This design comes from an exercise in tuning for small area, a short achievable clock period and few clock cycles per item on the open sky130 flow, not from production work. Where RTL was checked, it was by simulation tests only, not by an equivalence proof against the original. Only the layout flow was run in runs 1 to 3; the RTL was not checked for function there. In every run shown here, the design's own scripts or RTL, not TritonCTS, make the clock network. No driver is modelled on the clock port, so clock power and skew are understated where the tree is cut down; a real chip needs a root buffer or a tree. Power figures rest on the tool's default switching activity, not on a simulated workload.

==> config.mk <==
export PLATFORM = sky130hd
export DESIGN_NAME = pxit_cksum
export DESIGN_NICKNAME = pxit_cksum
export VERILOG_FILES = /design/flow/design.v
export SDC_FILE = /design/flow/constraint.sdc
export NUM_CORES = 4
export LEC_CHECK = 0
export CAP_MARGIN = 20
export CORE_MARGIN = 2
export CORE_UTILIZATION = 30
export PLACE_DENSITY = 0.5
export SLEW_MARGIN = 20
export SYNTH_HIERARCHICAL = 1
export SYNTH_MINIMUM_KEEP_SIZE = 0
==> flow/run.sh <==
#!/bin/bash
# The standard layout with three changes:
# - the ports are buffered by plain buffers instead of the delay buffers
#   buffer_ports picks by default;
# - timing repair is asked for extra setup margin;
# - the clock tree is a single level of buffers (flow/cts_tree.tcl).
set -euo pipefail
export BUFFER_PORTS_ARGS="-buffer_cell sky130_fd_sc_hd__buf_1"
export SETUP_SLACK_MARGIN=11.1
export PRE_CTS_TCL="$(pwd)/flow/cts_tree.tcl"
bash standard.sh finish > standard.log 2>&1
==> design.v <==
module pxit_cksum (
  input             clk,
  input             rst,           
  input             cfg_valid,
  output            cfg_ready,
  input      [31:0] cfg_seeds,
  input             in_valid,
  output            in_ready,
  input       [7:0] in_data,
  output reg        out_valid,
  output     [31:0] out_cksum,     
  output reg        out_ok,
  output     [31:0] poly
);
  localparam PKTSIZE = 337;
  localparam NDATA   = PKTSIZE - 4;    
  function automatic [7:0] xtime(input [7:0] a);
    xtime = {a[6:0], 1'b0} ^ (a[7] ? 8'h87 : 8'h00);
  endfunction
  reg        in_ready_r, cfg_ready_r;
  reg        busy;           
  reg  [2:0] step;           
  reg  [8:0] cnt;            
  reg  [7:0] d_r;            
  reg        v_r;            
  reg        eq_r;           
  reg        c_first;        
  reg        c_ck;           
  reg        g_w0;           
  reg        g_d;            
  reg        g_sh;           
  reg        g_rot;          
  reg        g_hold;         
  assign in_ready  = in_ready_r;
  assign cfg_ready = cfg_ready_r;
  wire take    = in_valid && in_ready_r;
  wire cfg_acc = cfg_valid && cfg_ready_r;
  wire cnt333  = (cnt == NDATA);
  wire cntlast = (cnt == PKTSIZE - 1);
  wire cnt0_n  = v_r ? cntlast : (cnt == 9'd0);    
  wire nx_first = cntlast;
  wire nx_ck    = (cnt >= NDATA - 1) && !cntlast;
  wire cfg_step = busy && step != 3'd0;    
  wire cfg_end  = busy && step == 3'd4;
  wire busy_n   = cfg_acc || (busy && !cfg_end);
  wire step_n   = busy && !cfg_end;          
  wire cfg_ready_n = !busy_n && !take && cnt0_n;
  wire first_n = (busy && !busy_n) ? 1'b1 : busy_n ? 1'b0 : v_r ? nx_first : c_first;
  wire ck_n    = (busy && !busy_n) ? 1'b0 : busy_n ? 1'b0 : v_r ? nx_ck    : c_ck;
  always @(posedge clk) begin
    if (take)
      d_r <= in_data;
    eq_r <= (in_data == d_r);
    if (rst) begin
      in_ready_r  <= 1'b0;
      cfg_ready_r <= 1'b1;
      busy        <= 1'b0;
      step        <= 3'd0;
      cnt         <= 9'd0;
      v_r         <= 1'b0;
      out_valid   <= 1'b0;
    end else begin
      busy        <= busy_n;
      step        <= busy ? step + 3'd1 : 3'd0;
      in_ready_r  <= !cfg_acc && (in_ready_r || cfg_end);
      cfg_ready_r <= cfg_ready_n;
      if (v_r)
        cnt <= cntlast ? 9'd0 : cnt + 9'd1;
      v_r         <= take;
      out_valid   <= v_r && cntlast;
    end
  end
  always @(posedge clk) begin
    if (rst) begin
      c_first <= 1'b1;
      c_ck    <= 1'b0;
      g_w0    <= 1'b0;
      g_d     <= 1'b0;
      g_sh    <= 1'b0;
      g_rot   <= 1'b0;
      g_hold  <= 1'b0;
    end else begin
      c_first <= first_n;
      c_ck    <= ck_n;
      g_w0    <= (take && !first_n && !ck_n) || step_n;
      g_d     <= take && !ck_n;
      g_sh    <= (take && !first_n) || step_n;
      g_rot   <= take && ck_n;
      g_hold  <= !take && !step_n && !cfg_ready_n;
    end
  end
  reg  [7:0] p0, p1, p2, p3;
  reg  [7:0] w0, w1, w2, w3;
  reg        uniform;        
  reg        match;          
  assign poly      = {p3, p2, p1, p0};
  assign out_cksum = {w0, w1, w2, w3};
  wire [7:0] m = (w0 & {8{g_w0}}) ^ (d_r & {8{g_d}});
  wire [7:0]  mx [0:7];
  wire [63:0] mxc;
  assign mx[0] = m;
  genvar j, k, b;
  generate
    for (j = 1; j < 8; j = j + 1) begin : g_x
      assign mx[j] = xtime(mx[j-1]);
    end
    for (j = 0; j < 8; j = j + 1) begin : g_j
      for (b = 0; b < 8; b = b + 1) begin : g_b
        assign mxc[8*b + j] = mx[j][b];
      end
    end
  endgenerate
  wire [31:0] pk = {p3, p2, p1, p0};
  wire [31:0] mp;
  generate
    for (k = 0; k < 4; k = k + 1) begin : g_k
      for (b = 0; b < 8; b = b + 1) begin : g_b
        pxit_cksum_dot u_dot (.c(pk[8*k +: 8]), .v(mxc[8*b +: 8]), .y(mp[8*k + b]));
      end
    end
  endgenerate
  wire [31:0] seeds = {cfg_seeds[7:0], cfg_seeds[15:8], cfg_seeds[23:16], cfg_seeds[31:24]};
  wire [31:0] feed  = ({w1, w2, w3} & {24{g_sh}}) << 8 | ({24'd0, w0} & {32{g_rot}})
                    | ({w0, w1, w2, w3} & {32{g_hold}}) | (seeds & {32{cfg_ready_r}});
  wire [31:0] wn   = feed ^ mp;
  wire        eq_w = (d_r == w0);
  always @(posedge clk) begin
    if (busy && step == 3'd0) begin
      p3 <= 8'd0;
      p2 <= 8'd0;
      p1 <= 8'd0;
      p0 <= 8'd1;
    end else if (cfg_step) begin
      p3 <= p2 ^ mp[31:24];
      p2 <= p1 ^ mp[23:16];
      p1 <= p0 ^ mp[15:8];
      p0 <= mp[7:0];
    end
    {w0, w1, w2, w3} <= wn;
    if (v_r)
      uniform <= c_first || (uniform && eq_r);
    if (v_r && c_ck)
      match <= (cnt333 || match) && eq_w;
    out_ok <= match && eq_w && !(uniform && eq_r);
  end
endmodule
module pxit_cksum_dot (
  input  [7:0] c,
  input  [7:0] v,
  output       y
);
  assign y = ^(c & v);
endmodule
==> constraint.sdc <==
create_clock -name core_clock -period 15.0 [get_ports {clk}]
set_input_delay 3.0000 -clock core_clock [delete_from_list [all_inputs] [get_ports {clk}]]
set_output_delay 3.0000 -clock core_clock [all_outputs]
set_load 0.01 [all_outputs]
==> standard.sh <==
#!/bin/bash
# synth_recipe.tcl (not shown) runs the flow's synth.tcl, then flattens the netlist and writes it again
# the make line also repeats each setting of config.mk as NAME=value (left out here)
make -C /OpenROAD-flow-scripts/flow DESIGN_CONFIG=/design/flow/config.mk WORK_HOME=/design/flow/orfs CLKGATE_MAP_FILE= SYNTH_SCRIPT=/design/flow/synth_recipe.tcl "${@:-finish}"
==> flow/cts_tree.tcl <==
# A shallow clock tree: the clock port drives four clkbuf_16 buffers, each
# placed at the centre of a group of about a quarter of the flip-flops, the
# nearest ones, and driving only that group. Every flip-flop is one buffer away from the clock port, so the tree
# is balanced. Sourced as PRE_CTS_TCL; it stands in for clock_tree_synthesis
# and the rest of the CTS step (placement legalisation, timing repair) runs
# as usual.

proc my_build_clock_tree {} {
  set block [ord::get_db_block]
  set db [ord::get_db]
  set master [$db findMaster sky130_fd_sc_hd__clkbuf_16]
  set clk_net [$block findNet clk]

  # clock pins of the flip-flops on the clock net
  set sinks {}
  foreach it [$clk_net getITerms] {
    if {[$it isInputSignal]} { lappend sinks $it }
  }
  set n [llength $sinks]
  puts "my_build_clock_tree: $n sinks"

  # positions
  set xs {}
  set ys {}
  foreach it $sinks {
    set b [[$it getInst] getBBox]
    lappend xs [expr {([$b xMin] + [$b xMax]) / 2.0}]
    lappend ys [expr {([$b yMin] + [$b yMax]) / 2.0}]
  }

  # four groups of equal size: halves by x, then each half by y
  set ngroups 4
  set assign [lrepeat $n 0]
  set order [lsort -real -indices $xs]
  set half [expr {$n / 2}]
  set left [lrange $order 0 [expr {$half - 1}]]
  set right [lrange $order $half end]
  set g 0
  foreach part [list $left $right] {
    set pys {}
    foreach i $part { lappend pys [lindex $ys $i] }
    set porder [lsort -real -indices $pys]
    set m [expr {[llength $part] / 2}]
    set k 0
    foreach j $porder {
      lset assign [lindex $part $j] [expr {$g + ($k < $m ? 0 : 1)}]
      incr k
    }
    incr g 2
  }
  # then balanced k-means: each group holds at most cap sinks; the sinks
  # that lose most by not getting their nearest group choose first
  set cap [expr {($n + $ngroups - 1) / $ngroups + 2}]
  for {set iter 0} {$iter < 20} {incr iter} {
    set cx {}
    set cy {}
    for {set g 0} {$g < $ngroups} {incr g} {
      set sx 0.0; set sy 0.0; set c 0
      for {set i 0} {$i < $n} {incr i} {
        if {[lindex $assign $i] == $g} {
          set sx [expr {$sx + [lindex $xs $i]}]
          set sy [expr {$sy + [lindex $ys $i]}]
          incr c
        }
      }
      lappend cx [expr {$sx / $c}]
      lappend cy [expr {$sy / $c}]
    }
    if {$iter == 19} break
    set keys {}
    for {set i 0} {$i < $n} {incr i} {
      set ds {}
      for {set g 0} {$g < $ngroups} {incr g} {
        lappend ds [expr {abs([lindex $xs $i] - [lindex $cx $g]) + abs([lindex $ys $i] - [lindex $cy $g])}]
      }
      set sd [lsort -real $ds]
      lappend keys [list $i [expr {[lindex $sd 1] - [lindex $sd 0]}] $ds]
    }
    set count [lrepeat $ngroups 0]
    foreach key [lsort -real -decreasing -index 1 $keys] {
      lassign $key i gain ds
      set best -1
      set bd 1e30
      for {set g 0} {$g < $ngroups} {incr g} {
        if {[lindex $count $g] < $cap && [lindex $ds $g] < $bd} {
          set bd [lindex $ds $g]
          set best $g
        }
      }
      lset assign $i $best
      lset count $best [expr {[lindex $count $best] + 1}]
    }
  }

  # one buffer per group
  for {set g 0} {$g < $ngroups} {incr g} {
    set inst [odb::dbInst_create $block $master "clkbuf_bench_$g"]
    set net [odb::dbNet_create $block "clknet_bench_$g"]
    $net setSigType CLOCK
    [$inst findITerm A] connect $clk_net
    [$inst findITerm X] connect $net
    set w [$master getWidth]
    set h [$master getHeight]
    $inst setLocation [expr {int([lindex $cx $g] - $w / 2)}] [expr {int([lindex $cy $g] - $h / 2)}]
    $inst setPlacementStatus PLACED
    set c 0
    for {set i 0} {$i < $n} {incr i} {
      if {[lindex $assign $i] == $g} {
        set it [lindex $sinks $i]
        $it disconnect
        $it connect $net
        incr c
      }
    }
    puts "my_build_clock_tree: group $g: $c sinks at ([lindex $cx $g], [lindex $cy $g])"
  }
  $clk_net setSigType CLOCK
  set_propagated_clock [all_clocks]
}

rename clock_tree_synthesis my_tritoncts
proc clock_tree_synthesis {args} {
  my_build_clock_tree
}
==> run summary, run 1 <==
run status=no timing/DRC/antenna violations; LEAKAGE=2.50 nW; worst path bufs/invs=1; RSZ-0062 raised after global routing=true; initial antenna violation count=0; Worst Hold Class=flip-flop to flip-flop; port bufs=between 100 and 150; top cells by area, synth=xnor2_1 32%, dfxtp_1 24%, nand2_1 14%; first-pass GRT wire length=~41000 um; most frequent cell after synthesis=nand2_1; Die Span X=roughly 160 um; register area share after synthesis=0.282; simple-gate share of the synthesized area=0.188; core area=approximately 24000 sq um; slowest stage cell, crit path=dfxtp_2; placed instance count=~1400; final setup vio count=0; Post-synth ARST share=0; Post-DP HPWL=19300 um; Yosys reg bits=100; crit end category=output port; Die Area=around 26000 sq um; RD Place Congestion=approximately 0.85; cell count after synthesis=about 930; Layout area overhead=15.5%; Top Family by Delay on Critical Path=flip-flops; number of vias per cell=slightly below 5; share of the synthesized area in the top cell type=0.318; clock latency (worst-skew pair)=0.17 ns; via count=6722; worst slew pin tran=approximately 0.90 ns; syn_nets=between 900 and 1000; Peak VDD IR=roughly 0.053 mV; Final nets=1095; Die Height=162 um; first-pass iteration count of the detailed router=7; post-synthesis cell type count=43; Compound-Gate Fraction of Synth Area=0.0848; Critical Path AT=about 0.90 ns; Final period util=0.260; GRT Total Usage=0.201; most common library cells after synthesis=288 x nand2_1, 271 x xnor2_1, 90 x dfxtp_1, 61 x xor2_1, 42 x inv_1; kind of critical path=flip-flop to output port; # diodes=0; Std-Cell Rows=57; Initial Util=0.306; predominant post-synthesis flop cell=dfxtp_1; Post-synth EDFFs=10; f_max=about 260 MHz; layout cells sized above 1=0.0795; worst clock skew=0.0172 ns; area leader, netlist=xnor2_1; post-synthesis xor/xnor area fraction=0.403; CTS clk-pin slew, worst paths=roughly 0.11 ns; WL per Instance=a little under 20 um; Fillers=between 2000 and 3000; GR Overflow Total=0; vias in the first global route=6300; Metal-1 WL=around 12000 um; Worst slew margin=0.397; Area after DPL=8320 sq um; Worst path max stage delay=just over 0.5 ns; largest net degree at the start of global routing=40; drt initial violations=around 700; Worst setup SP type=flip-flop; quantity of hold-fixing buffers added after cts=0; final hold violation count=0; Power Density=roughly 68 nW/um^2; minimum clock period=~3.9 ns; max layer used=met4; largest family of logic cells by synthesized area=XOR/XNOR gates; fin area=around 8600 sq um; syn avg cell area=8.01 sq um; Routed Wire Length=about 27000 um; met3 routed wirelength=around 1700 um; final slew viol count=0; Post-Synth Adder-Cell Area=0.00838; met2 WL=12100 um; Crit Path Max Fanout=10; # DRC=0; WP data required=between 10 and 15 ns; Yosys warning total=7; max-cap viol count=0; Mapped Area=7460 sq um; boundary pin count=~110; Sum Neg Setup Slack=0 ns; Non-Filler Instances=around 1400; post-synthesis mux area share=0; worst-path cell chain=buf_1; DRT antenna net count=0
-- power breakdown --
group	total (mW)	internal [mW]	switching, mW
Clock	0.127	0.0495	0.0774
Sequential	0.322	0.286	0.0359
Combinational	0.138	0.0515	0.0865
-- registers in the layout, summed over array words and instances, names as in the netlist, 3 cells and up --
signal and flops:
cnt 9, d_r 8, p0 8, p1 8, p2 8, p3 8, step 3, w0 8
w1 8, w2 8, w3 8
-- logic make-up (layout without fill, tap and decap cells) --
logic type | after synthesis | count (layout)
and+or+nand+nor | 345 | 345
xor gates and xnor gates | 336 | 336
DFF | 100 | 100
AOI/OAI and AO/OA | 82 | 82
buffers and inverters | 64 | 176
adders and majority gates | 5 | 5
-- layer usage --
layer,track usage,vias to the layer above
met2,0.320,242
met1,0.294,3202
met5,0,-
li1,-,3240
met3,0.0133,38
met4,0.0539,0
-- through the flow --
stage	utilization	worst slack, ns	power, mW	hold slack [ns]
after floorplan	-	11.16	0.395	0.417
after global placement	0.341	10.87	0.464	0.436
after detailed placement	0.341	10.82	0.463	0.444
after CTS	0.349	11.10	0.593	0.460
after global routing	0.353	11.02	0.613	0.489
final	0.353	11.10	0.587	0.454
-- per-module statistics from Yosys (local to each module, per instance) --
module / flops+latches / cells inside / copies in the design / cell area, sq um
pxit_cksum: 100 / 452 / 1 / 4540
pxit_cksum_dot: 0 / 15 / 32 / 91.3
-- worst paths after layout --
path | end | depth (start not counted) | start | slack [ns]
max reg2reg | p2[7]$_SDFFE_PP0P_ | 11 | g_w0$_SDFF_PP0_ | 11.39
max | poly[25] | 1 | p3[1]$_SDFFE_PP0P_ | 11.10
min | step[0]$_SDFF_PP0_ | 1 | step[0]$_SDFF_PP0_ | 0.45
min reg2reg | step[0]$_SDFF_PP0_ | 1 | step[0]$_SDFF_PP0_ | 0.45
-- layout by cell type (no fill, tap or decap), types with 2 or more instances in the layout --
| cell | synthesis | final |
|---|---|---|
| a21oi_1 | 3 | 3 |
| and3_1 | 2 | 2 |
| dfxtp_2 | 0 | 17 |
| nand2b_1 | 7 | 7 |
| nor2_1 | 22 | 22 |
| nand4_1 | 7 | 7 |
| clkbuf_16 | 0 | 4 |
| and2_1 | 4 | 4 |
| o22ai_1 | 24 | 24 |
| dfxtp_1 | 90 | 49 |
| ha_1 | 5 | 5 |
| inv_1 | 42 | 41 |
| nand2_1 | 288 | 288 |
| nand3_1 | 3 | 3 |
| o21ai_0 | 11 | 11 |
| buf_1 | 0 | 109 |
| edfxtp_1 | 10 | 10 |
| xnor2_1 | 271 | 267 |
| nand2_4 | 2 | 2 |
| o21a_1 | 2 | 2 |
| or3_1 | 3 | 3 |
| xnor2_2 | 0 | 4 |
| dfxtp_4 | 0 | 24 |
| buf_4 | 0 | 19 |
| xor2_2 | 0 | 5 |
| xor2_1 | 61 | 56 |
| a222oi_1 | 32 | 32 |
-- area by class of cell --
class	instances	area [sq um]	area share
buffer	4	100	0.0116
inverter	42	161	0.0187
multi-input combinational	768	5180	0.601
sequential	100	2210	0.257
tap	324	405	0.0470
timing repair buffer	130	562	0.0652
-- what timing repair did --
item,CTS,global route
setup endpoints to repair,59,49
setup buffers,0,4
pin swaps,0,1
resized for setup,47,28
==> run 2, diff against run 1 <==
--- a/flow/run.sh
+++ b/flow/run.sh
@@ -7,3 +7,3 @@
 set -euo pipefail
-export BUFFER_PORTS_ARGS="-buffer_cell sky130_fd_sc_hd__buf_1"
+export BUFFER_PORTS_ARGS="-buffer_cell sky130_fd_sc_hd__buf_2"
 export SETUP_SLACK_MARGIN=11.1
==> run 2 against run 1 <==
Compared with the run above: first-iteration DRC count decreased by 22%; core utilization rose by 0.44 points; die area did not move; global-route usage down 0.12 points; largest power group unchanged; critical endpoint is now poly[23]; sequential power is essentially flat; routed wire length decreased by 0.97%.
==> run summary, run 2 <==
share of the synthesized area in the top cell type=0.318 (unchanged); final slew viol count=0 (unchanged); via count=6675 (was 6722); Fillers=2622 (was 2615); post-synthesis cell type count=43 (unchanged); slowest stage cell, crit path=dfxtp_2 (unchanged); cell depth of the worst hold path=1 (unchanged); Worst path max stage delay=0.52 ns (was 0.51 ns); worst slew pin tran=1.14 ns (was 0.902 ns); first-pass GRT wire length=40300 um (was 40500 um); Worst Hold Class=flip-flop to flip-flop (unchanged); Worst setup SP type=flip-flop (unchanged); most frequent cells in the layout=288 x nand2_1, 269 x xnor2_1, 111 x buf_2 (was 288 x nand2_1, 267 x xnor2_1, 109 x buf_1); Non-Filler Instances=1367 (was 1368); WP data required=12.00 ns (about the same); placed instance count=1360 (unchanged); Power Density=67.6 nW/um^2 (was 68.1 nW/um^2); # DRC=0 (unchanged); first-pass iteration count of the detailed router=9 (was 7); Final nets=1094 (was 1095); Worst slew margin=0.241 (was 0.397); Yosys reg bits=100 (unchanged); initial antenna violation count=0 (unchanged); # diodes=0 (unchanged); worst-path cell chain=buf_2 (was buf_1); Post-DP HPWL=19100 um (was 19300 um); GRT Total Usage=0.199 (was 0.201); WL per Instance=19.6 um (was 19.7 um); predominant post-synthesis flop cell=dfxtp_1 (unchanged); run status=no timing/DRC/antenna violations (unchanged); boundary pin count=112 (unchanged); drt initial violations=555 (was 713); worst clock skew=0.0150 ns (was 0.0172 ns); CP Depth=1 (unchanged); Worst R2R End=p3[7]$_SDFFE_PP0P_ (was p2[7]$_SDFFE_PP0P_); syn avg cell area=8.01 sq um (unchanged); commonest non-fill, non-tap cell in the layout=nand2_1 (unchanged); Final period util=0.259 (was 0.260); syn_nets=981 (unchanged); port bufs=111 (unchanged); number of vias per cell=4.88 (was 4.91); DRT antenna net count=0 (unchanged); RSZ-0062 raised after global routing=false (was true); vias in the first global route=6319 (was 6300); worst path bufs/invs=1 (unchanged); worst r2r src=g_d$_SDFF_PP0_ (was g_w0$_SDFF_PP0_); crit end category=output port (unchanged); final setup vio count=0 (unchanged); layout cells sized above 1=0.180 (was 0.0795); GR Overflow Total=0 (unchanged); CTS clk-pin slew, worst paths=0.10 ns (was 0.11 ns); kind of critical path=flip-flop to output port (unchanged); Layout area overhead=16.9% (was 15.5%); RD Place Congestion=0.854 (was 0.848); max-cap viol count=0 (unchanged); final hold violation count=0 (unchanged); f_max=258 MHz (was 256 MHz); Worst R2R Path Depth=11 (unchanged); Crit Path Max Fanout=11 (was 10); area leader, netlist=xnor2_1 (unchanged); Die Span X=162 um (unchanged); Yosys warning total=7 (unchanged); most common library cells after synthesis=288 x nand2_1, 271 x xnor2_1, 90 x dfxtp_1, 61 x xor2_1, 42 x inv_1 (unchanged); reg-to-reg setup timing slack=11.45 ns (was 11.39 ns); core area=24400 sq um (unchanged); Std-Cell Rows=57 (unchanged); Die Area=26200 sq um (unchanged); Mapped Area=7460 sq um (unchanged); most frequent cell after synthesis=nand2_1 (unchanged); Routed Wire Length=26700 um (was 27000 um); Sum Neg Setup Slack=0 ns (unchanged); largest reg by FF count=cnt (unchanged); top cells by area, synth=xnor2_1 32%, dfxtp_1 24%, nand2_1 14% (unchanged); Peak VDD IR=0.0495 mV (was 0.0534 mV); Post-synth ARST share=0 (unchanged); Top Family by Delay on Critical Path=flip-flops (unchanged); max reg flops=9 (unchanged); minimum clock period=3.88 ns (was 3.90 ns); LEAKAGE=2.84 nW (was 2.50 nW); Critical Path End=poly[23] (was poly[25]); register area share after synthesis=0.282 (unchanged); Critical Path AT=0.88 ns (was 0.90 ns); Post-synth EDFFs=10 (unchanged); CP Launch Point=p2[7]$_SDFFE_PP0P_ (was p3[1]$_SDFFE_PP0P_); largest net degree at the start of global routing=37 (was 40); Die Height=162 um (unchanged); clock latency (worst-skew pair)=0.17 ns (about the same); cell count after synthesis=932 (unchanged); Initial Util=0.306 (unchanged)
==> run 2: through the flow <==
step           total power [mW]   util  setup slack, ns  hold WS, ns  instance area, sq um
2_1_floorplan             0.395      -            11.16        0.417                  7460
3_3_place_gp              0.467  0.347            10.85        0.436                  8460
3_5_place_dp              0.467  0.347            10.83        0.451                  8460
4_1_cts                   0.595  0.355            11.10        0.473                  8650
5_1_grt                   0.618  0.358            11.10        0.493                  8720
6_report                  0.590  0.358            11.12        0.467                  8720
==> run 2: repair_timing <==
item                       in CTS  in global routing
hold buffers                    0                  0
resized for setup              47                 20
pin swaps                       0                  1
gates cloned                    0                  0
setup buffers                   0                  3
setup endpoints to repair      56                 33
==> run 2: area by class of cell <==
class                           count  area, sq um  share of cell area
Inverter                           42          161              0.0185
Multi-Input combinational cell    768         5170               0.593
Buffer                              4          100              0.0115
Sequential cell                   100         2200               0.252
Timing Repair Buffer              129          691              0.0792
Tap cell                          324          405              0.0465
==> run 2: how the worst min path moves through the flow <==
stage,startpoint,end,slack (ns)
2_1_floorplan,step[0]$_SDFF_PP0_,step[0]$_SDFF_PP0_,0.42
3_3_place_gp,step[0]$_SDFF_PP0_,step[0]$_SDFF_PP0_,0.44
3_5_place_dp,step[0]$_SDFF_PP0_,step[0]$_SDFF_PP0_,0.45
4_1_cts,step[0]$_SDFF_PP0_,step[0]$_SDFF_PP0_,0.47
5_1_grt,step[0]$_SDFF_PP0_,step[0]$_SDFF_PP0_,0.49
6_report,step[0]$_SDFF_PP0_,step[0]$_SDFF_PP0_,0.47
==> run 2: cells by family (layout without fill, tap and decap cells) <==
kind of cell / after synthesis / in the layout / synth area share
adders and majority gates: 5 / 5 / 0.00838
AOI/OAI and AO/OA: 82 / 82 / 0.0848
and+or+nand+nor: 345 / 345 / 0.188
buffers and inverters: 64 / 175 / 0.0344
xor gates and xnor gates: 336 / 336 / 0.403
DFF: 100 / 100 / 0.282
==> run 2: power by group <==
part / leakage (nW) / total, mW / switching (mW) / internal (mW)
clock: 0.0493 / 0.126 / 0.0762 / 0.0495
sequential: 0.848 / 0.323 / 0.0359 / 0.287
combinational: 1.94 / 0.141 / 0.0835 / 0.0576
total: 2.84 / 0.590 / 0.196 / 0.394
==> run 2: metal layers <==
metal,GRT usage,up-vias,share of wire
met4,0.0507,0,0.028
li1,-,3229,-
met5,0,-,0
met2,0.313,228,0.45
met1,0.288,3189,0.46
met3,0.0283,29,0.066
==> run 2: Yosys stat by module (local to each module, per instance) <==
module,copies in the design,area (sq um)
pxit_cksum,1,4540
pxit_cksum_dot,32,91.3
==> run 3, diff against run 2 <==
--- a/flow/run.sh
+++ b/flow/run.sh
@@ -7,3 +7,3 @@
 set -euo pipefail
-export BUFFER_PORTS_ARGS="-buffer_cell sky130_fd_sc_hd__buf_2"
+export BUFFER_PORTS_ARGS="-buffer_cell sky130_fd_sc_hd__buf_1"
 export SETUP_SLACK_MARGIN=11.1
--- a/config.mk
+++ b/config.mk
@@ -9,4 +9,4 @@
 export CORE_MARGIN = 2
-export CORE_UTILIZATION = 30
-export PLACE_DENSITY = 0.5
+export CORE_UTILIZATION = 45
+export PLACE_DENSITY = 0.65
 export SLEW_MARGIN = 20
==> run 3 against run 2 <==
Compared with the run above: core utilization grew 16 points; critical path type unchanged; still clean; clock skew shrank 0.0028 ns; worst hold slack lost 0.0011 ns; first-iteration DRC count grew 2.5%; total power shrank 2.2%; register-to-register slack gained 0.14 ns; synthesized cell count is the same; maximum frequency is essentially flat; sequential share of layout area grew 0.49 points; critical path depth is the same; routed wire length shrank 13%; sequential cell count is the same.
==> run summary, run 3 <==
minimum clock period=3.88 ns (about the same); core area=16400 sq um (was 24400 sq um); Mapped Area=7460 sq um (unchanged); Comb power frac=0.229 (was 0.239); vias in the first global route=6395 (was 6319); GRT Total Usage=0.259 (was 0.199); clock latency (worst-skew pair)=0.16 ns (was 0.17 ns); max reg flops=9 (unchanged); Std-Cell Rows=47 (was 57); max-cap viol count=0 (unchanged); # diodes=0 (unchanged); first-pass GRT wire length=36300 um (was 40300 um); area leader, netlist=xnor2_1 (unchanged); final slew viol count=0 (unchanged); Crit Path Max Fanout=11 (unchanged); predominant post-synthesis flop cell=dfxtp_1 (unchanged); number of vias per cell=5.34 (was 4.88); Yosys warning total=7 (unchanged); # DRC=0 (unchanged); first-pass iteration count of the detailed router=8 (was 9); reg-to-reg setup timing slack=11.59 ns (was 11.45 ns); fin area=8440 sq um (was 8720 sq um); Sw Pwr=0.186 mW (was 0.196 mW); run status=no timing/DRC/antenna violations (unchanged); Worst path max stage delay=0.52 ns (about the same); LEAKAGE=2.49 nW (was 2.84 nW); worst-path cell chain=buf_1 (was buf_2); CTS clk-pin slew, worst paths=0.10 ns (about the same); Worst slew margin=0.348 (was 0.241); kind of critical path=flip-flop to output port (unchanged); register area share after synthesis=0.282 (unchanged); Area after DPL=8170 sq um (was 8460 sq um); Post-synth EDFFs=10 (unchanged); Die Height=133 um (was 162 um); Die Area=17600 sq um (was 26200 sq um); quantity of hold-fixing buffers added after cts=0 (unchanged); most common library cells after synthesis=288 x nand2_1, 271 x xnor2_1, 90 x dfxtp_1, 61 x xor2_1, 42 x inv_1 (unchanged); slowest stage cell, crit path=dfxtp_2 (unchanged); final hold violation count=0 (unchanged); most frequent cells in the layout=288 x nand2_1, 270 x xnor2_1, 109 x buf_1 (was 288 x nand2_1, 269 x xnor2_1, 111 x buf_2); footprint of the multi-input gates=5150 sq um (was 5170 sq um); Layout area overhead=13.1% (was 16.9%); RD Place Congestion=0.877 (was 0.854); Critical Path AT=0.88 ns (about the same); top cells by area, synth=xnor2_1 32%, dfxtp_1 24%, nand2_1 14% (unchanged); RSZ-0062 raised after global routing=true (was false); syn avg cell area=8.01 sq um (unchanged); cell count after synthesis=932 (unchanged); Power Density=68.4 nW/um^2 (was 67.6 nW/um^2); via count=6740 (was 6675); commonest non-fill, non-tap cell in the layout=nand2_1 (unchanged); largest reg by FF count=cnt (unchanged); Top Family by Delay on Critical Path=flip-flops (unchanged); layout cells sized above 1=0.0758 (was 0.180); worst slew pin tran=0.976 ns (was 1.14 ns); sequential power share=0.564 (was 0.548); crit end category=output port (unchanged); Final period util=0.258 (was 0.259); register area=2170 sq um (was 2200 sq um); Die Span X=133 um (was 162 um); Initial Util=0.455 (was 0.306); Final nets=1093 (was 1094); DRT antenna net count=0 (unchanged); worst path bufs/invs=1 (unchanged); Routed Wire Length=23200 um (was 26700 um); Yosys reg bits=100 (unchanged); overall power=0.577 mW (was 0.590 mW); port bufs=111 (unchanged); Post-DP HPWL=16700 um (was 19100 um); Worst Hold Class=flip-flop to flip-flop (unchanged); Peak VDD IR=0.0641 mV (was 0.0495 mV); post-synthesis cell type count=43 (unchanged); final setup vio count=0 (unchanged); sw frac=0.322 (was 0.331); Pint=0.391 mW (was 0.394 mW); WP data required=12.00 ns (about the same); drt initial violations=569 (was 555); clock power share=0.207 (was 0.213); Fillers=1616 (was 2622); most frequent cell after synthesis=nand2_1 (unchanged); Worst setup SP type=flip-flop (unchanged); share of the synthesized area in the top cell type=0.318 (unchanged); worst clock skew=0.0122 ns (was 0.0150 ns); Post-synth ARST share=0 (unchanged); GR Overflow Total=0 (unchanged); boundary pin count=112 (unchanged); largest net degree at the start of global routing=33 (was 37); Sum Neg Setup Slack=0 ns (unchanged); initial antenna violation count=0 (unchanged); WL per Instance=18.4 um (was 19.6 um); f_max=258 MHz (about the same); Core Util, Final=0.514 (was 0.358); syn_nets=981 (unchanged)
## run 3: cell counts after synthesis
Identical to the previous run, type by type.
## run 3: layout make-up
type | instances | share of cell area
tap | 220 | 0.0326
buffer | 4 | 0.0119
sequential | 100 | 0.257
multi-input combinational | 768 | 0.610
timing repair buffer | 128 | 0.0692
inverter | 42 | 0.0191
## run 3: cells by family (layout without fill, tap and decap cells)
group | after synthesis | count (layout) | synth area share
AO/OA/AOI/OAI | 82 | 82 | 0.0848
XOR/XNOR | 336 | 336 | 0.403
adder cells (fa/ha/maj) | 5 | 5 | 0.00838
buffers and inverters | 64 | 174 | 0.0344
flip-flops | 100 | 100 | 0.282
AND/OR/NAND/NOR | 345 | 345 | 0.188
## run 3: final timing paths
kind,from,endpoint,cells past startpoint
setup / recovery,p1[1]$_SDFFE_PP0P_,poly[9],1
hold reg to reg,step[0]$_SDFF_PP0_,step[0]$_SDFF_PP0_,1
setup reg to reg,g_d$_SDFF_PP0_,p2[0]$_SDFFE_PP0P_,11
hold / removal,step[0]$_SDFF_PP0_,step[0]$_SDFF_PP0_,1
## run 3: timing repair
item,4_1_cts,5_1_grt
pin swaps,0,1
gates cloned,1,0
endpoints found under the setup margin,37,44
setup buffers,0,3
gates resized for setup,41,17
## run 3: through the flow
stage | instances | setup WS (ns) | hold WS [ns]
5_1_grt | 1262 | 11.08 | 0.502
4_1_cts | 1259 | 11.10 | 0.466
3_5_place_dp | 1254 | 10.81 | 0.447
2_1_floorplan | 932 | 11.16 | 0.417
3_3_place_gp | 1254 | 10.91 | 0.445
6_report | 1262 | 11.12 | 0.465
## run 3: routing by layer
| layer | track usage | share of wire | vias to the layer above |
|---|---|---|---|
| li1 | - | - | 3236 |
| met1 | 0.355 | 0.42 | 3186 |
| met2 | 0.429 | 0.47 | 275 |
| met3 | 0.0146 | 0.067 | 43 |
| met4 | 0.104 | 0.039 | 0 |
| met5 | 0 | 0 | - |
## run 3: per-module statistics from Yosys, one instance, submodules excluded
module	cells inside	area, sq um	flip-flops and latches
pxit_cksum	452	4540	100
pxit_cksum_dot	15	91.3	0
## run 3: power groups by stage
stage / sequential (mW) / clock, mW / combinational [mW]
after detailed placement: 0.329 / 0 / 0.125
after global routing: 0.327 / 0.129 / 0.141
final: 0.326 / 0.119 / 0.132
after CTS: 0.324 / 0.120 / 0.128
after global placement: 0.329 / 0 / 0.124
after floorplan: 0.319 / 0 / 0.0761
==> run 4, diff against run 3 <==
--- a/design.v
+++ b/design.v
@@ -21,3 +21,2 @@
   reg        busy;           
-  reg  [2:0] step;           
   reg  [8:0] cnt;            
@@ -37,14 +36,13 @@
   wire cfg_acc = cfg_valid && cfg_ready_r;
+  wire cnt0    = (cnt == 9'd0);
   wire cnt333  = (cnt == NDATA);
   wire cntlast = (cnt == PKTSIZE - 1);
-  wire cnt0_n  = v_r ? cntlast : (cnt == 9'd0);    
-  wire nx_first = cntlast;
-  wire nx_ck    = (cnt >= NDATA - 1) && !cntlast;
-  wire cfg_step = busy && step != 3'd0;    
-  wire cfg_end  = busy && step == 3'd4;
-  wire busy_n   = cfg_acc || (busy && !cfg_end);
+  wire cfg_step = busy && !cnt0;             
+  wire cfg_end  = busy && cnt[2];            
   wire step_n   = busy && !cfg_end;          
-  wire cfg_ready_n = !busy_n && !take && cnt0_n;
-  wire first_n = (busy && !busy_n) ? 1'b1 : busy_n ? 1'b0 : v_r ? nx_first : c_first;
-  wire ck_n    = (busy && !busy_n) ? 1'b0 : busy_n ? 1'b0 : v_r ? nx_ck    : c_ck;
+  wire busy_n   = cfg_acc || step_n;
+  wire first_n = v_r ? cntlast : c_first;
+  wire ck_n    = v_r ? (cnt >= NDATA - 1 && !cntlast) : c_ck;
+  wire idle_n  = v_r ? cntlast : (cnt0 || cfg_end);
+  wire cfg_ready_n = !busy_n && !take && idle_n;
   always @(posedge clk) begin
@@ -57,3 +55,2 @@
       busy        <= 1'b0;
-      step        <= 3'd0;
       cnt         <= 9'd0;
@@ -61,30 +58,24 @@
       out_valid   <= 1'b0;
+      c_first     <= 1'b1;
+      c_ck        <= 1'b0;
+      g_w0        <= 1'b0;
+      g_d         <= 1'b0;
+      g_sh        <= 1'b0;
+      g_rot       <= 1'b0;
+      g_hold      <= 1'b0;
     end else begin
       busy        <= busy_n;
-      step        <= busy ? step + 3'd1 : 3'd0;
       in_ready_r  <= !cfg_acc && (in_ready_r || cfg_end);
       cfg_ready_r <= cfg_ready_n;
-      if (v_r)
-        cnt <= cntlast ? 9'd0 : cnt + 9'd1;
+      if (v_r || busy)
+        cnt <= (cntlast || cfg_end) ? 9'd0 : cnt + 9'd1;
       v_r         <= take;
       out_valid   <= v_r && cntlast;
-    end
-  end
-  always @(posedge clk) begin
-    if (rst) begin
-      c_first <= 1'b1;
-      c_ck    <= 1'b0;
-      g_w0    <= 1'b0;
-      g_d     <= 1'b0;
-      g_sh    <= 1'b0;
-      g_rot   <= 1'b0;
-      g_hold  <= 1'b0;
-    end else begin
-      c_first <= first_n;
-      c_ck    <= ck_n;
-      g_w0    <= (take && !first_n && !ck_n) || step_n;
-      g_d     <= take && !ck_n;
-      g_sh    <= (take && !first_n) || step_n;
-      g_rot   <= take && ck_n;
-      g_hold  <= !take && !step_n && !cfg_ready_n;
+      c_first     <= first_n;
+      c_ck        <= ck_n;
+      g_w0        <= step_n || (take && !first_n && !ck_n);
+      g_d         <= take && !ck_n;
+      g_sh        <= step_n || (take && !first_n);
+      g_rot       <= take && ck_n;
+      g_hold      <= !take && !step_n && (cfg_acc || !idle_n);
     end
@@ -127,3 +118,3 @@
   always @(posedge clk) begin
-    if (busy && step == 3'd0) begin
+    if (busy && cnt0) begin
       p3 <= 8'd0;
--- a/config.mk
+++ b/config.mk
@@ -9,4 +9,4 @@
 export CORE_MARGIN = 2
-export CORE_UTILIZATION = 45
-export PLACE_DENSITY = 0.65
+export CORE_UTILIZATION = 30
+export PLACE_DENSITY = 0.5
 export SLEW_MARGIN = 20
==> run 4 against run 3 <==
Compared with the run above: clock power is 4% higher; via count is 2.2% lower; synthesized area is 1.7% lower; largest power group unchanged; clock skew is 0.0081 ns higher; sequential cell count is 3 lower; die area is 46% higher; still clean on timing, DRC and antenna.
==> run summary, run 4 <==
via count=6592 (was 6740); Die Height=160 um (was 133 um); largest net degree at the start of global routing=35 (was 33); WL per Instance=19.8 um (was 18.4 um); GRT Total Usage=0.199 (was 0.259); max-cap viol count=0 (unchanged); crit end category=flip-flop (was output port); register area=2110 sq um (was 2170 sq um); Worst Hold Class=flip-flop to flip-flop (unchanged); Peak VDD IR=0.0504 mV (was 0.0641 mV); RSZ-0062 raised after global routing=true (unchanged); Die Span X=160 um (was 133 um); WP data required=14.99 ns (was 12.00 ns); gr busiest metal=met2 (unchanged); placed instance count=1343 (was 1254); Non-Filler Instances=1350 (was 1262); worst hold slack=0.479 ns (was 0.465 ns); worst clock skew=0.0203 ns (was 0.0122 ns); largest reg by FF count=cnt (unchanged); core area=24200 sq um (was 16400 sq um); most common library cells after synthesis=296 x nand2_1, 276 x xnor2_1, 87 x dfxtp_1, 56 x xor2_1, 37 x inv_1 (was 288 x nand2_1, 271 x xnor2_1, 90 x dfxtp_1, 61 x xor2_1, 42 x inv_1); Post-synth ARST share=0 (unchanged); DRT antenna net count=0 (unchanged); syn_nets=968 (was 981); final hold violation count=0 (unchanged); RD Place Congestion=0.894 (was 0.877); minimum clock period=4.04 ns (was 3.88 ns); Std-Cell Rows=57 (was 47); reg-to-reg setup timing slack=11.27 ns (was 11.59 ns); Final nets=1075 (was 1093); Yosys reg bits=97 (was 100); syn avg cell area=7.97 sq um (was 8.01 sq um); register area share after synthesis=0.278 (was 0.282); # DRC=0 (unchanged); layout cells sized above 1=0.0712 (was 0.0758); Routed Wire Length=26700 um (was 23200 um); f_max=247 MHz (was 258 MHz); commonest non-fill, non-tap cell in the layout=nand2_1 (unchanged); initial antenna violation count=0 (unchanged); M3 GR Usage=0.0145 (was 0.0146); Die Area=25700 sq um (was 17600 sq um); area leader, netlist=xnor2_1 (unchanged); Worst setup SP type=primary input (was flip-flop); Sum Neg Setup Slack=0 ns (unchanged); Area after DPL=8160 sq um (was 8170 sq um); share of the synthesized area in the top cell type=0.329 (was 0.318); predominant post-synthesis flop cell=dfxtp_1 (unchanged); Final period util=0.270 (was 0.258); Power Density=77.4 nW/um^2 (was 68.4 nW/um^2); port bufs=111 (unchanged); setup ws final=10.96 ns (was 11.12 ns); LEAKAGE=2.39 nW (was 2.49 nW); Mapped Area=7340 sq um (was 7460 sq um); Post-synth EDFFs=10 (unchanged); max reg flops=9 (unchanged); Core Util, Final=0.347 (was 0.514); number of vias per cell=4.88 (was 5.34); kind of critical path=primary input to flip-flop (was flip-flop to output port); most frequent cells in the layout=295 x nand2_1, 273 x xnor2_1, 111 x buf_1 (was 288 x nand2_1, 270 x xnor2_1, 109 x buf_1); run status=no timing/DRC/antenna violations (unchanged); quantity of hold-fixing buffers added after cts=0 (unchanged); footprint of the multi-input gates=5100 sq um (was 5150 sq um); Worst slew margin=0.350 (was 0.348); Layout area overhead=14.2% (was 13.1%); most frequent cell after synthesis=nand2_1 (unchanged); Fillers=2635 (was 1616); CTS clk-pin slew, worst paths=0.10 ns (about the same); top cells by area, synth=xnor2_1 33%, dfxtp_1 24%, nand2_1 15% (was xnor2_1 32%, dfxtp_1 24%, nand2_1 14%); drt initial violations=632 (was 569); cell count after synthesis=921 (was 932); final setup vio count=0 (unchanged); # diodes=0 (unchanged); final slew viol count=0 (unchanged); Yosys warning total=7 (unchanged); overall power=0.649 mW (was 0.577 mW); fin area=8380 sq um (was 8440 sq um); Post-DP HPWL=19600 um (was 16700 um); worst slew pin tran=0.974 ns (was 0.976 ns); first-pass iteration count of the detailed router=6 (was 8); vias in the first global route=6096 (was 6395); GR Overflow Total=0 (unchanged); GRT met1 Usage=0.301 (was 0.355); Critical Path AT=4.03 ns (was 0.88 ns); Crit Path Max Fanout=1 (was 11); GR Util met2=0.312 (was 0.429); first-pass GRT wire length=39800 um (was 36300 um); boundary pin count=112 (unchanged); Initial Util=0.304 (was 0.455); clock latency (worst-skew pair)=0.17 ns (was 0.16 ns); post-synthesis cell type count=39 (was 43); pre-CTS setup slack=10.84 ns (was 10.81 ns)
## run 4: Yosys stat by module (local to each module, per instance)
module | flip-flops and latches | copies in the design | area, sq um | cells inside
pxit_cksum_dot | 0 | 32 | 91.3 | 15
pxit_cksum | 97 | 1 | 4420 | 441
## run 4: worst max-delay path, stage by stage
cell and delay (ns):
buf_1 0.07, a222oi_1 0.66, xnor2_1 0.29
## run 4: worst paths after layout
kind / startpoint / endpoint / cells past startpoint
worst max-delay path: cfg_seeds[11] / w1[3]$_DFF_P_ / 3
worst min-delay path: cnt[1]$_SDFFE_PP0P_ / cnt[1]$_SDFFE_PP0P_ / 2
worst max register to register: g_w0$_SDFF_PP0_ / p3[2]$_SDFFE_PP0P_ / 11
worst min register to register: cnt[1]$_SDFFE_PP0P_ / cnt[1]$_SDFFE_PP0P_ / 2
## run 4: metal layers
layer | share of wire | wire length [um] | up-vias
met3 | 0.063 | 1670 | 21
met2 | 0.44 | 11800 | 240
met1 | 0.48 | 12800 | 3158
li1 | - | - | 3173
met4 | 0.019 | 520 | 0
met5 | 0 | 0 | -
## run 4: layout make-up
type	instances	area share
Timing Repair Buffer	125	0.0622
Multi-Input combinational cell	763	0.609
Buffer	4	0.0119
Sequential cell	97	0.252
Inverter	37	0.0166
Tap cell	324	0.0484
## run 4: cells by family after synthesis
group	Yosys count	share of synthesized area
flip-flops	97	0.278
AND/OR/NAND/NOR	340	0.185
XOR/XNOR	336	0.410
multiplexers	2	0.00273
buffers and inverters	61	0.0334
AO/OA/AOI/OAI	82	0.0851
adder cells (fa/ha/maj)	3	0.00512
## run 4: timing repair
| action | CTS | global route |
|---|---|---|
| endpoints found under the setup margin | 42 | 36 |
| pin swaps | 0 | 2 |
| buffers inserted | 0 | 3 |
| gates resized for setup | 40 | 12 |
## run 4: report_power, final
part	switching, mW	total (mW)	internal (mW)	leakage (nW)
clock	0.0744	0.124	0.0494	0.0493
combinational	0.109	0.179	0.0708	1.52
sequential	0.0562	0.346	0.290	0.823
Testbench counts of run 4, summed over its fixed seeds: cycles 32,360, packets 96.
==> run 5, diff against run 4 <==
--- a/config.mk
+++ b/config.mk
@@ -9,4 +9,4 @@
 export CORE_MARGIN = 2
-export CORE_UTILIZATION = 30
-export PLACE_DENSITY = 0.5
+export CORE_UTILIZATION = 45
+export PLACE_DENSITY = 0.65
 export SLEW_MARGIN = 20
==> run 5 against run 4 <==
Compared with the run above: maximum frequency grew 4.6%; register-to-register slack gained 0.13 ns; combinational power shrank 3%; largest power group unchanged; highest routed layer unchanged.
==> run summary, run 5 <==
run status=no timing/DRC/antenna violations (unchanged); GRT Total Usage=0.265 (was 0.199); Worst Hold Class=flip-flop to flip-flop (unchanged); Sum Neg Setup Slack=0 ns (unchanged); Peak VDD IR=0.0581 mV (was 0.0504 mV); initial antenna violation count=0 (unchanged); Worst path max stage delay=0.52 ns (was 0.66 ns); Yosys reg bits=97 (unchanged); Die Height=132 um (was 160 um); Non-Filler Instances=1241 (was 1350); syn avg cell area=7.97 sq um (unchanged); vias in the first global route=6122 (was 6096); CTS clk-pin slew, worst paths=0.10 ns (about the same); WP data required=12.00 ns (was 14.99 ns); Top Family by Delay on Critical Path=flip-flops (was compound AO/OA/AOI/OAI gates); RD Place Congestion=0.866 (was 0.894); placed instance count=1235 (was 1343); drt initial violations=781 (was 632); Die Span X=132 um (was 160 um); Std-Cell Rows=46 (was 57); register area share after synthesis=0.278 (unchanged); Yosys warning total=7 (unchanged); clock latency (worst-skew pair)=0.17 ns (about the same); Layout area overhead=12.1% (was 14.2%); worst-path cell chain=buf_1 (was buf_1, a222oi_1, xnor2_1); DRT antenna net count=0 (unchanged); Post-synth ARST share=0 (unchanged); worst slew pin tran=1.12 ns (was 0.974 ns); first-pass GRT wire length=36700 um (was 39800 um); RSZ-0062 raised after global routing=false (was true); layout cells sized above 1=0.0683 (was 0.0712); cell count after synthesis=921 (unchanged); quantity of hold-fixing buffers added after cts=0 (unchanged); syn_nets=968 (unchanged); via count=6687 (was 6592); worst path bufs/invs=1 (unchanged); max-cap viol count=0 (unchanged); Final period util=0.258 (was 0.270); overall power=0.637 mW (was 0.649 mW); Core Util, Final=0.518 (was 0.347); Crit Path Max Fanout=11 (was 1); final setup vio count=0 (unchanged); Post-DP HPWL=17100 um (was 19600 um); kind of critical path=flip-flop to output port (was primary input to flip-flop); Initial Util=0.462 (was 0.304); Power Density=77.4 nW/um^2 (about the same); most frequent cells in the layout=296 x nand2_1, 274 x xnor2_1, 111 x buf_1 (was 295 x nand2_1, 273 x xnor2_1, 111 x buf_1); worst clock skew=0.0186 ns (was 0.0203 ns); reg-to-reg setup timing slack=11.40 ns (was 11.27 ns); final hold violation count=0 (unchanged); final slew viol count=0 (unchanged); largest net degree at the start of global routing=35 (unchanged); first-pass iteration count of the detailed router=5 (was 6); GR Overflow Total=0 (unchanged); boundary pin count=112 (unchanged); Final nets=1074 (was 1075); Worst slew margin=0.248 (was 0.350); number of vias per cell=5.39 (was 4.88); Post-synth EDFFs=10 (unchanged); post-synthesis cell type count=39 (unchanged); worst hold slack=0.481 ns (was 0.479 ns); core area=15900 sq um (was 24200 sq um); share of the synthesized area in the top cell type=0.329 (unchanged); Mapped Area=7340 sq um (unchanged); most common library cells after synthesis=296 x nand2_1, 276 x xnor2_1, 87 x dfxtp_1, 56 x xor2_1, 37 x inv_1 (unchanged); Critical Path AT=0.86 ns (was 4.03 ns); area leader, netlist=xnor2_1 (unchanged); port bufs=111 (unchanged); largest reg by FF count=cnt (unchanged); crit end category=output port (was flip-flop); # diodes=0 (unchanged); Routed Wire Length=23900 um (was 26700 um); max reg flops=9 (unchanged); most frequent cell after synthesis=nand2_1 (unchanged); predominant post-synthesis flop cell=dfxtp_1 (unchanged); commonest non-fill, non-tap cell in the layout=nand2_1 (unchanged); Worst setup SP type=flip-flop (was primary input); # DRC=0 (unchanged); f_max=259 MHz (was 247 MHz); WL per Instance=19.3 um (was 19.8 um); minimum clock period=3.86 ns (was 4.04 ns); Die Area=17300 sq um (was 25700 sq um); LEAKAGE=2.38 nW (was 2.39 nW); top cells by area, synth=xnor2_1 33%, dfxtp_1 24%, nand2_1 15% (unchanged); slowest stage cell, crit path=dfxtp_2 (was a222oi_1)
==> run 5: logic make-up (layout without fill, tap and decap cells) <==
family,Yosys count,after routing,share of synthesized area
simple gates,340,340,0.185
mux,2,2,0.00273
flops,97,97,0.278
compound gates,82,82,0.0851
fa+ha+maj,3,3,0.00512
buf+inv,61,165,0.0334
xor+xnor,336,336,0.410
==> run 5: worst paths after layout <==
check	startpoint	endpoint	cells past startpoint
setup / recovery	p1[3]$_SDFFE_PP0P_	poly[11]	1
hold reg to reg	cnt[1]$_SDFFE_PP0P_	cnt[1]$_SDFFE_PP0P_	2
hold / removal	cnt[1]$_SDFFE_PP0P_	cnt[1]$_SDFFE_PP0P_	2
setup reg to reg	g_w0$_SDFF_PP0_	p1[2]$_SDFFE_PP0P_	11
==> run 5: through the flow <==
step / setup WS [ns] / instance area, sq um
final: 11.14 / 8230
after global routing: 11.10 / 8230
after CTS: 11.10 / 8160
after detailed placement: 10.95 / 8010
after global placement: 10.99 / 8010
after floorplan: 11.35 / 7340
==> run 5: what timing repair did <==
action                     CTS  global route
buffers inserted             0             2
pin swaps                    0             1
resized for setup           37            16
setup endpoints to repair   37            41
==> run 5: final cells by class <==
class / count / area [sq um]
Tap cell: 216 / 270
Multi-Input combinational cell: 763 / 5090
Timing Repair Buffer: 124 / 514
Inverter: 37 / 139
Sequential cell: 97 / 2110
Fill cell: 1588 / 7660
Buffer: 4 / 100
==> run 5: per-module statistics from Yosys, one instance, submodules excluded <==
module          copies in the design  area [sq um]  cells inside  flops+latches
pxit_cksum                         1          4420           441             97
pxit_cksum_dot                    32          91.3            15              0
==> run 5: power breakdown <==
| group | internal (mW) | switching [mW] | total (mW) | leakage, nW |
|---|---|---|---|---|
| Sequential | 0.290 | 0.0533 | 0.343 | 0.823 |
| Clock | 0.0493 | 0.0721 | 0.121 | 0.0493 |
| Combinational | 0.0689 | 0.104 | 0.173 | 1.51 |
| Total | 0.408 | 0.229 | 0.637 | 2.38 |
==> run 5: per-layer routing <==
metal / global-route usage / share of wire / vias up
li1: - / - / 3173
met1: 0.391 / 0.44 / 3196
met2: 0.425 / 0.46 / 301
met3: 0.0313 / 0.086 / 17
met4: 0.0356 / 0.012 / 0
met5: 0 / 0 / -
==> run 6, diff against run 5 <==
--- a/config.mk
+++ b/config.mk
@@ -9,4 +9,4 @@
 export CORE_MARGIN = 2
-export CORE_UTILIZATION = 45
-export PLACE_DENSITY = 0.65
+export CORE_UTILIZATION = 65
+export PLACE_DENSITY = 0.85
 export SLEW_MARGIN = 20
==> run 6 against run 5 <==
Compared with the run above: die area is 30% lower; maximum frequency increased by 0.27%; synthesized cell count unchanged; setup slack better by 0.010 ns; combinational power hardly changed; register-to-register slack got worse by 0.10 ns; synthesized area is the same; total power fell by 0.86%; cell count shrank 6.0%; via count is 3.9% higher; critical endpoint is now poly[14]; largest power group unchanged.
==> run summary, run 6 <==
run status=no timing/DRC/antenna violations (unchanged); post-synthesis cell type count=39 (unchanged); cell depth of the worst hold path=2 (unchanged); Worst R2R End=p2[6]$_SDFFE_PP0P_ (was p1[2]$_SDFFE_PP0P_); minimum clock period=3.85 ns (was 3.86 ns); first-pass iteration count of the detailed router=8 (was 5); port bufs=111 (unchanged); Die Height=110 um (was 132 um); Worst Hold Class=flip-flop to flip-flop (unchanged); RD Place Congestion=0.899 (was 0.866); RSZ-0062 raised after global routing=false (unchanged); layout cells sized above 1=0.0701 (was 0.0683); Routed Wire Length=21000 um (was 23900 um); Yosys warning total=7 (unchanged); register area share after synthesis=0.278 (unchanged); Sum Neg Setup Slack=0 ns (unchanged); vias in the first global route=6152 (was 6122); via count=6951 (was 6687); Sw Pwr=0.222 mW (was 0.229 mW); overall power=0.632 mW (was 0.637 mW); drt initial violations=907 (was 781); Top Family by Delay on Critical Path=flip-flops (unchanged); most common library cells after synthesis=296 x nand2_1, 276 x xnor2_1, 87 x dfxtp_1, 56 x xor2_1, 37 x inv_1 (unchanged); WL per Instance=18.0 um (was 19.3 um); most frequent cells in the layout=296 x nand2_1, 271 x xnor2_1, 111 x buf_1 (was 296 x nand2_1, 274 x xnor2_1, 111 x buf_1); crit end category=output port (unchanged); cell count after synthesis=921 (unchanged); hold endpoint=cnt[1]$_SDFFE_PP0P_ (unchanged); first-pass GRT wire length=31800 um (was 36700 um); Die Span X=110 um (was 132 um); top cells by area, synth=xnor2_1 33%, dfxtp_1 24%, nand2_1 15% (unchanged); worst slew pin tran=1.15 ns (was 1.12 ns); final hold violation count=0 (unchanged); syn avg cell area=7.97 sq um (unchanged); Crit Path Max Fanout=11 (unchanged); Initial Util=0.671 (was 0.462); worst path bufs/invs=1 (unchanged); Worst slew margin=0.235 (was 0.248); LEAKAGE=2.41 nW (was 2.38 nW); kind of critical path=flip-flop to output port (unchanged); largest net degree at the start of global routing=36 (was 35); Peak VDD IR=0.0954 mV (was 0.0581 mV); largest reg by FF count=cnt (unchanged); Pint=0.410 mW (was 0.408 mW); worst-path cell chain=buf_1 (unchanged); Power Density=77.6 nW/um^2 (was 77.4 nW/um^2); Layout area overhead=10.9% (was 12.1%); Mapped Area=7340 sq um (unchanged); Die Area=12200 sq um (was 17300 sq um); final slew viol count=0 (unchanged); syn_nets=968 (unchanged); boundary pin count=112 (unchanged); DRT antenna net count=0 (unchanged); worst clock skew=0.0130 ns (was 0.0186 ns); slowest stage cell, crit path=dfxtp_2 (unchanged); Post-synth EDFFs=10 (unchanged); predominant post-synthesis flop cell=dfxtp_1 (unchanged); Worst R2R Path Depth=10 (was 11); Std-Cell Rows=38 (was 46); clock latency (worst-skew pair)=0.17 ns (about the same); most frequent cell after synthesis=nand2_1 (unchanged); GR Overflow Total=0 (unchanged); area leader, netlist=xnor2_1 (unchanged); core area=10900 sq um (was 15900 sq um); Worst setup SP type=flip-flop (unchanged); f_max=259 MHz (about the same); # DRC=0 (unchanged); max-cap viol count=0 (unchanged); sequential power share=0.540 (was 0.538); Final nets=1076 (was 1074); initial antenna violation count=0 (unchanged); quantity of hold-fixing buffers added after cts=0 (unchanged); max reg flops=9 (unchanged); min-delay src=cnt[1]$_SDFFE_PP0P_ (unchanged); Comb power frac=0.272 (was 0.271); reg-to-reg setup timing slack=11.30 ns (was 11.40 ns); worst r2r src=g_w0$_SDFF_PP0_ (unchanged); final setup vio count=0 (unchanged); Yosys reg bits=97 (unchanged); pre-CTS setup slack=10.71 ns (was 10.95 ns); clock power share=0.188 (was 0.191); WP data required=12.00 ns (about the same); worst hold slack=0.495 ns (was 0.481 ns); Post-synth ARST share=0 (unchanged); Worst path max stage delay=0.50 ns (was 0.52 ns); GRT Total Usage=0.336 (was 0.265); Final period util=0.257 (was 0.258); share of the synthesized area in the top cell type=0.329 (unchanged); Post-DP HPWL=14900 um (was 17100 um); CTS clk-pin slew, worst paths=0.10 ns (about the same); number of vias per cell=5.96 (was 5.39); Fillers=858 (was 1588); commonest non-fill, non-tap cell in the layout=nand2_1 (unchanged); setup ws final=11.15 ns (was 11.14 ns); # diodes=0 (unchanged); sw frac=0.351 (was 0.360); Critical Path AT=0.85 ns (was 0.86 ns)
run 6: worst min-delay path, cell delays in order, from the launching register on:
cell,delay (ns)
dfxtp_1,0.34
nand2_1,0.07
a21oi_1,0.05
run 6: cells by family (layout without fill, tap and decap cells):
group,Yosys count,in the layout,synth area share
adder cells (fa/ha/maj),3,3,0.00512
buffers and inverters,61,167,0.0334
flip-flops,97,97,0.278
multiplexers,2,2,0.00273
AND/OR/NAND/NOR,340,340,0.185
AO/OA/AOI/OAI,82,82,0.0851
XOR/XNOR,336,336,0.410
run 6: worst max-delay path by stage:
stage	from	to	slack, ns	depth (start not counted)
6_report	p1[6]$_SDFFE_PP0P_	poly[14]	11.15	1
3_5_place_dp	cfg_ready_r$_SDFF_PP1_	cfg_ready	10.71	1
3_3_place_gp	cfg_ready_r$_SDFF_PP1_	cfg_ready	10.71	1
5_1_grt	cfg_ready_r$_SDFF_PP1_	cfg_ready	11.12	1
4_1_cts	cfg_ready_r$_SDFF_PP1_	cfg_ready	11.06	1
2_1_floorplan	in_valid	d_r[0]$_DFFE_PP_	11.35	2
run 6: final cells by class:
cell class	count	area, sq um	share of cell area
Buffer	4	100	0.0123
Inverter	37	139	0.0171
Multi-Input combinational cell	763	5100	0.626
Sequential cell	97	2090	0.257
Timing Repair Buffer	126	533	0.0655
Tap cell	140	175	0.0215
run 6: Yosys stat by module (local to each module, per instance):
| module | flip-flops and latches | cells inside | cell area [sq um] |
|---|---|---|---|
| pxit_cksum_dot | 0 | 15 | 91.3 |
| pxit_cksum | 97 | 441 | 4420 |
run 6: routing by layer:
| layer | wire length (um) | up-vias | global-route usage |
|---|---|---|---|
| met2 | 9900 | 404 | 0.579 |
| met5 | 0 | - | 0 |
| met1 | 8330 | 3298 | 0.443 |
| li1 | - | 3191 | - |
| met3 | 2080 | 58 | 0.0476 |
| met4 | 692 | 0 | 0.0830 |
run 6: repair_timing:
action | 4_1_cts | 5_1_grt
pin swaps | 0 | 2
endpoints found under the setup margin | 28 | 39
gates cloned | 0 | 0
resized for setup | 29 | 18
buffers inserted | 0 | 6
run 6: power groups by stage:
stage,registers (mW),clock network [mW],logic (mW)
finish,0.341,0.119,0.172
global route,0.343,0.128,0.184
CTS,0.340,0.120,0.161
detailed placement,0.344,0,0.160
global placement,0.344,0,0.157
floorplan,0.331,0,0.105
run 6: through the flow:
stage	cell area, sq um	util	std cells
2_1_floorplan	7340	-	921
3_3_place_gp	7900	0.722	1157
3_5_place_dp	7900	0.722	1157
4_1_cts	8040	0.735	1161
5_1_grt	8140	0.745	1167
6_report	8140	0.745	1167
==> run 7, diff against run 6 <==
--- a/config.mk
+++ b/config.mk
@@ -9,4 +9,4 @@
 export CORE_MARGIN = 2
-export CORE_UTILIZATION = 65
-export PLACE_DENSITY = 0.85
+export CORE_UTILIZATION = 55
+export PLACE_DENSITY = 0.75
 export SLEW_MARGIN = 20
==> run 7 against run 6 <==
Compared with the run above: die area up 18%; worst hold slack got worse by 0.017 ns; core utilization is 13 points lower; critical endpoint is now poly[16]; combinational power hardly changed; sequential cell count unchanged; sequential power is essentially flat.
==> run summary, run 7 <==
cell count after synthesis=921 (unchanged); setup bufs post-CTS=0 (unchanged); # DRC=0 (unchanged); area leader, netlist=xnor2_1 (unchanged); core area=13100 sq um (was 10900 sq um); pre-CTS setup slack=10.99 ns (was 10.71 ns); CP Launch Point=p2[0]$_SDFFE_PP0P_ (was p1[6]$_SDFFE_PP0P_); syn_nets=968 (unchanged); setup ws final=11.14 ns (was 11.15 ns); top cells by area, synth=xnor2_1 33%, dfxtp_1 24%, nand2_1 15% (unchanged); drt initial violations=767 (was 907); clock latency (worst-skew pair)=0.16 ns (was 0.17 ns); CTS clk-pin slew, worst paths=0.10 ns (about the same); Worst Hold Class=flip-flop to flip-flop (unchanged); Area after DPL=7960 sq um (was 7900 sq um); final setup vio count=0 (unchanged); Worst slew margin=0.310 (was 0.235); Post-synth ARST share=0 (unchanged); boundary pin count=112 (unchanged); vias in the first global route=6129 (was 6152); WP data required=12.00 ns (about the same); max reg flops=9 (unchanged); Final nets=1072 (was 1076); syn avg cell area=7.97 sq um (unchanged); largest family of logic cells by synthesized area=XOR/XNOR gates (unchanged); GR Overflow Total=0 (unchanged); # diodes=0 (unchanged); Post-Synth Adder-Cell Area=0.00512 (unchanged); Final period util=0.257 (about the same); Worst path max stage delay=0.51 ns (was 0.50 ns); number of vias per cell=5.55 (was 5.96); final hold violation count=0 (unchanged); worst slew pin tran=1.03 ns (was 1.15 ns); Non-Filler Instances=1199 (was 1167); Initial Util=0.559 (was 0.671); Std-Cell Rows=42 (was 38); placed instance count=1195 (was 1157); Peak VDD IR=0.0584 mV (was 0.0954 mV); Sum Neg Setup Slack=0 ns (unchanged); worst path bufs/invs=1 (unchanged); Worst setup SP type=flip-flop (unchanged); WL per Instance=18.3 um (was 18.0 um); final slew viol count=0 (unchanged); Critical Path AT=0.86 ns (was 0.85 ns); Top Family by Delay on Critical Path=flip-flops (unchanged); overall power=0.631 mW (was 0.632 mW); Power Density=77.5 nW/um^2 (was 77.6 nW/um^2); kind of critical path=flip-flop to output port (unchanged); Die Area=14300 sq um (was 12200 sq um); port bufs=111 (unchanged); RD Place Congestion=0.968 (was 0.899); simple-gate share of the synthesized area=0.185 (unchanged); most frequent cell after synthesis=nand2_1 (unchanged); layout cells sized above 1=0.0626 (was 0.0701); Fillers=1242 (was 858); most frequent cells in the layout=296 x nand2_1, 273 x xnor2_1, 111 x buf_1 (was 296 x nand2_1, 271 x xnor2_1, 111 x buf_1); GRT Total Usage=0.302 (was 0.336); slowest stage cell, crit path=dfxtp_2 (unchanged); minimum clock period=3.86 ns (was 3.85 ns); share of the synthesized area in the top cell type=0.329 (unchanged); Yosys reg bits=97 (unchanged); initial antenna violation count=0 (unchanged); crit end category=output port (unchanged); worst hold slack=0.479 ns (was 0.495 ns); min-delay src=cnt[1]$_SDFFE_PP0P_ (unchanged); worst r2r src=g_d$_SDFF_PP0_ (was g_w0$_SDFF_PP0_); predominant post-synthesis flop cell=dfxtp_1 (unchanged); first-pass iteration count of the detailed router=7 (was 8); worst clock skew=0.0105 ns (was 0.0130 ns); first-pass GRT wire length=34300 um (was 31800 um); max-cap viol count=0 (unchanged); worst-path cell chain=buf_1 (unchanged); Post-DP HPWL=15900 um (was 14900 um); run status=no timing/DRC/antenna violations (unchanged); largest net degree at the start of global routing=35 (was 36); Post-synth EDFFs=10 (unchanged); Mapped Area=7340 sq um (unchanged); Layout area overhead=10.9% (about the same); commonest non-fill, non-tap cell in the layout=nand2_1 (unchanged); post-synthesis xor/xnor area fraction=0.410 (unchanged); LEAKAGE=2.37 nW (was 2.41 nW); Core Util, Final=0.619 (was 0.745); register area share after synthesis=0.278 (unchanged); Die Span X=120 um (was 110 um); most common library cells after synthesis=296 x nand2_1, 276 x xnor2_1, 87 x dfxtp_1, 56 x xor2_1, 37 x inv_1 (unchanged); largest reg by FF count=cnt (unchanged); RSZ-0062 raised after global routing=true (was false); via count=6659 (was 6951); fin area=8140 sq um (about the same); Yosys warning total=7 (unchanged); Compound-Gate Fraction of Synth Area=0.0851 (unchanged); Die Height=120 um (was 110 um); post-synthesis cell type count=39 (unchanged); Crit Path Max Fanout=11 (unchanged); f_max=259 MHz (about the same); post-synthesis mux area share=0.00273 (unchanged); Routed Wire Length=22000 um (was 21000 um); DRT antenna net count=0 (unchanged)
run 7: power breakdown:
| part | switching [mW] | leakage [nW] | internal [mW] |
|---|---|---|---|
| combinational | 0.102 | 1.50 | 0.0683 |
| clock | 0.0693 | 0.0493 | 0.0492 |
| sequential | 0.0520 | 0.820 | 0.290 |
run 7: worst min-delay path, cell delays in order (launching register included):
cell	delay, ns
dfxtp_1	0.34
nand2_1	0.06
a21oi_1	0.05
run 7: worst paths after layout:
check	end	slack [ns]	depth (start not counted)
worst min-delay path	cnt[1]$_SDFFE_PP0P_	0.48	2
worst max register to register	p1[7]$_SDFFE_PP0P_	11.29	11
worst min register to register	cnt[1]$_SDFFE_PP0P_	0.48	2
worst max-delay path	poly[16]	11.14	1
run 7: repair_timing:
action                                  CTS  global route
hold buffers                              0             0
resized for setup                        32            10
gates cloned                              0             0
endpoints found under the setup margin   32            19
run 7: cell families (layout without fill, tap and decap cells):
family	Yosys count	after routing
muxes	2	2
xor gates and xnor gates	336	336
adders and majority gates	3	3
DFF	97	97
AOI/OAI and AO/OA	82	82
and+or+nand+nor	340	340
buffers and inverters	61	163
run 7: cell type report:
class,instances,area [sq um],share of cell area
Timing Repair Buffer,122,499,0.0614
Multi-Input combinational cell,763,5080,0.625
Inverter,37,139,0.0171
Buffer,4,100,0.0123
Tap cell,176,220,0.0271
Sequential cell,97,2090,0.257
run 7: Yosys stat by module (local to each module, per instance):
| module | flip-flops and latches | times used | cell area (sq um) |
|---|---|---|---|
| pxit_cksum | 97 | 1 | 4420 |
| pxit_cksum_dot | 0 | 32 | 91.3 |
run 7: layer usage:
metal	track usage	vias up	part of all wire
met5	0	-	0
met4	0.0544	0	0.017
met3	0.0418	27	0.096
met2	0.497	327	0.45
met1	0.428	3139	0.43
li1	-	3166	-

## re-timing with driven ports
How much do the figures lean on ideal ports? The routed layouts below were timed once more, with nothing changed but the port constraints.
Step 1 assumes that a clkbuf_16 drives the clock port and a buf_2 every other input.
Step 2, shift: input delay + t, output delay - t, t = (earliest + latest rising clock arrival at the registers) / 2. This alone moves slack from input paths to output paths.
Three values: ideal, step 1, step 2; two values: the first two.
run | shift t [ns] | setup WS [ns] | worst setup path after step 2 | cell pins on the clock port's net
run 1 | 0.263 | 11.096 / 11.000 / 10.951 | input to register | 4
run 2 | 0.264 | 11.121 / 11.024 / 11.006 | input to register | 4
run 3 | 0.246 | 11.123 / 11.035 / 10.951 | input to register | 4
run 4 | 0.264 | 10.957 / 10.980 / 10.774 | input to register | 4
run 5 | 0.257 | 11.136 / 11.041 / 11.050 | input to register | 4
run 6 | 0.253 | 11.146 / 11.052 / 11.113 | input to register | 4
run 7 | 0.249 | 11.140 / 11.049 / 10.994 | input to register | 4
After both steps every run listed still meets setup and hold. The setup slack of run 4, which loses most, moves by +0.023 ns with the drivers and by -0.183 ns with both steps.
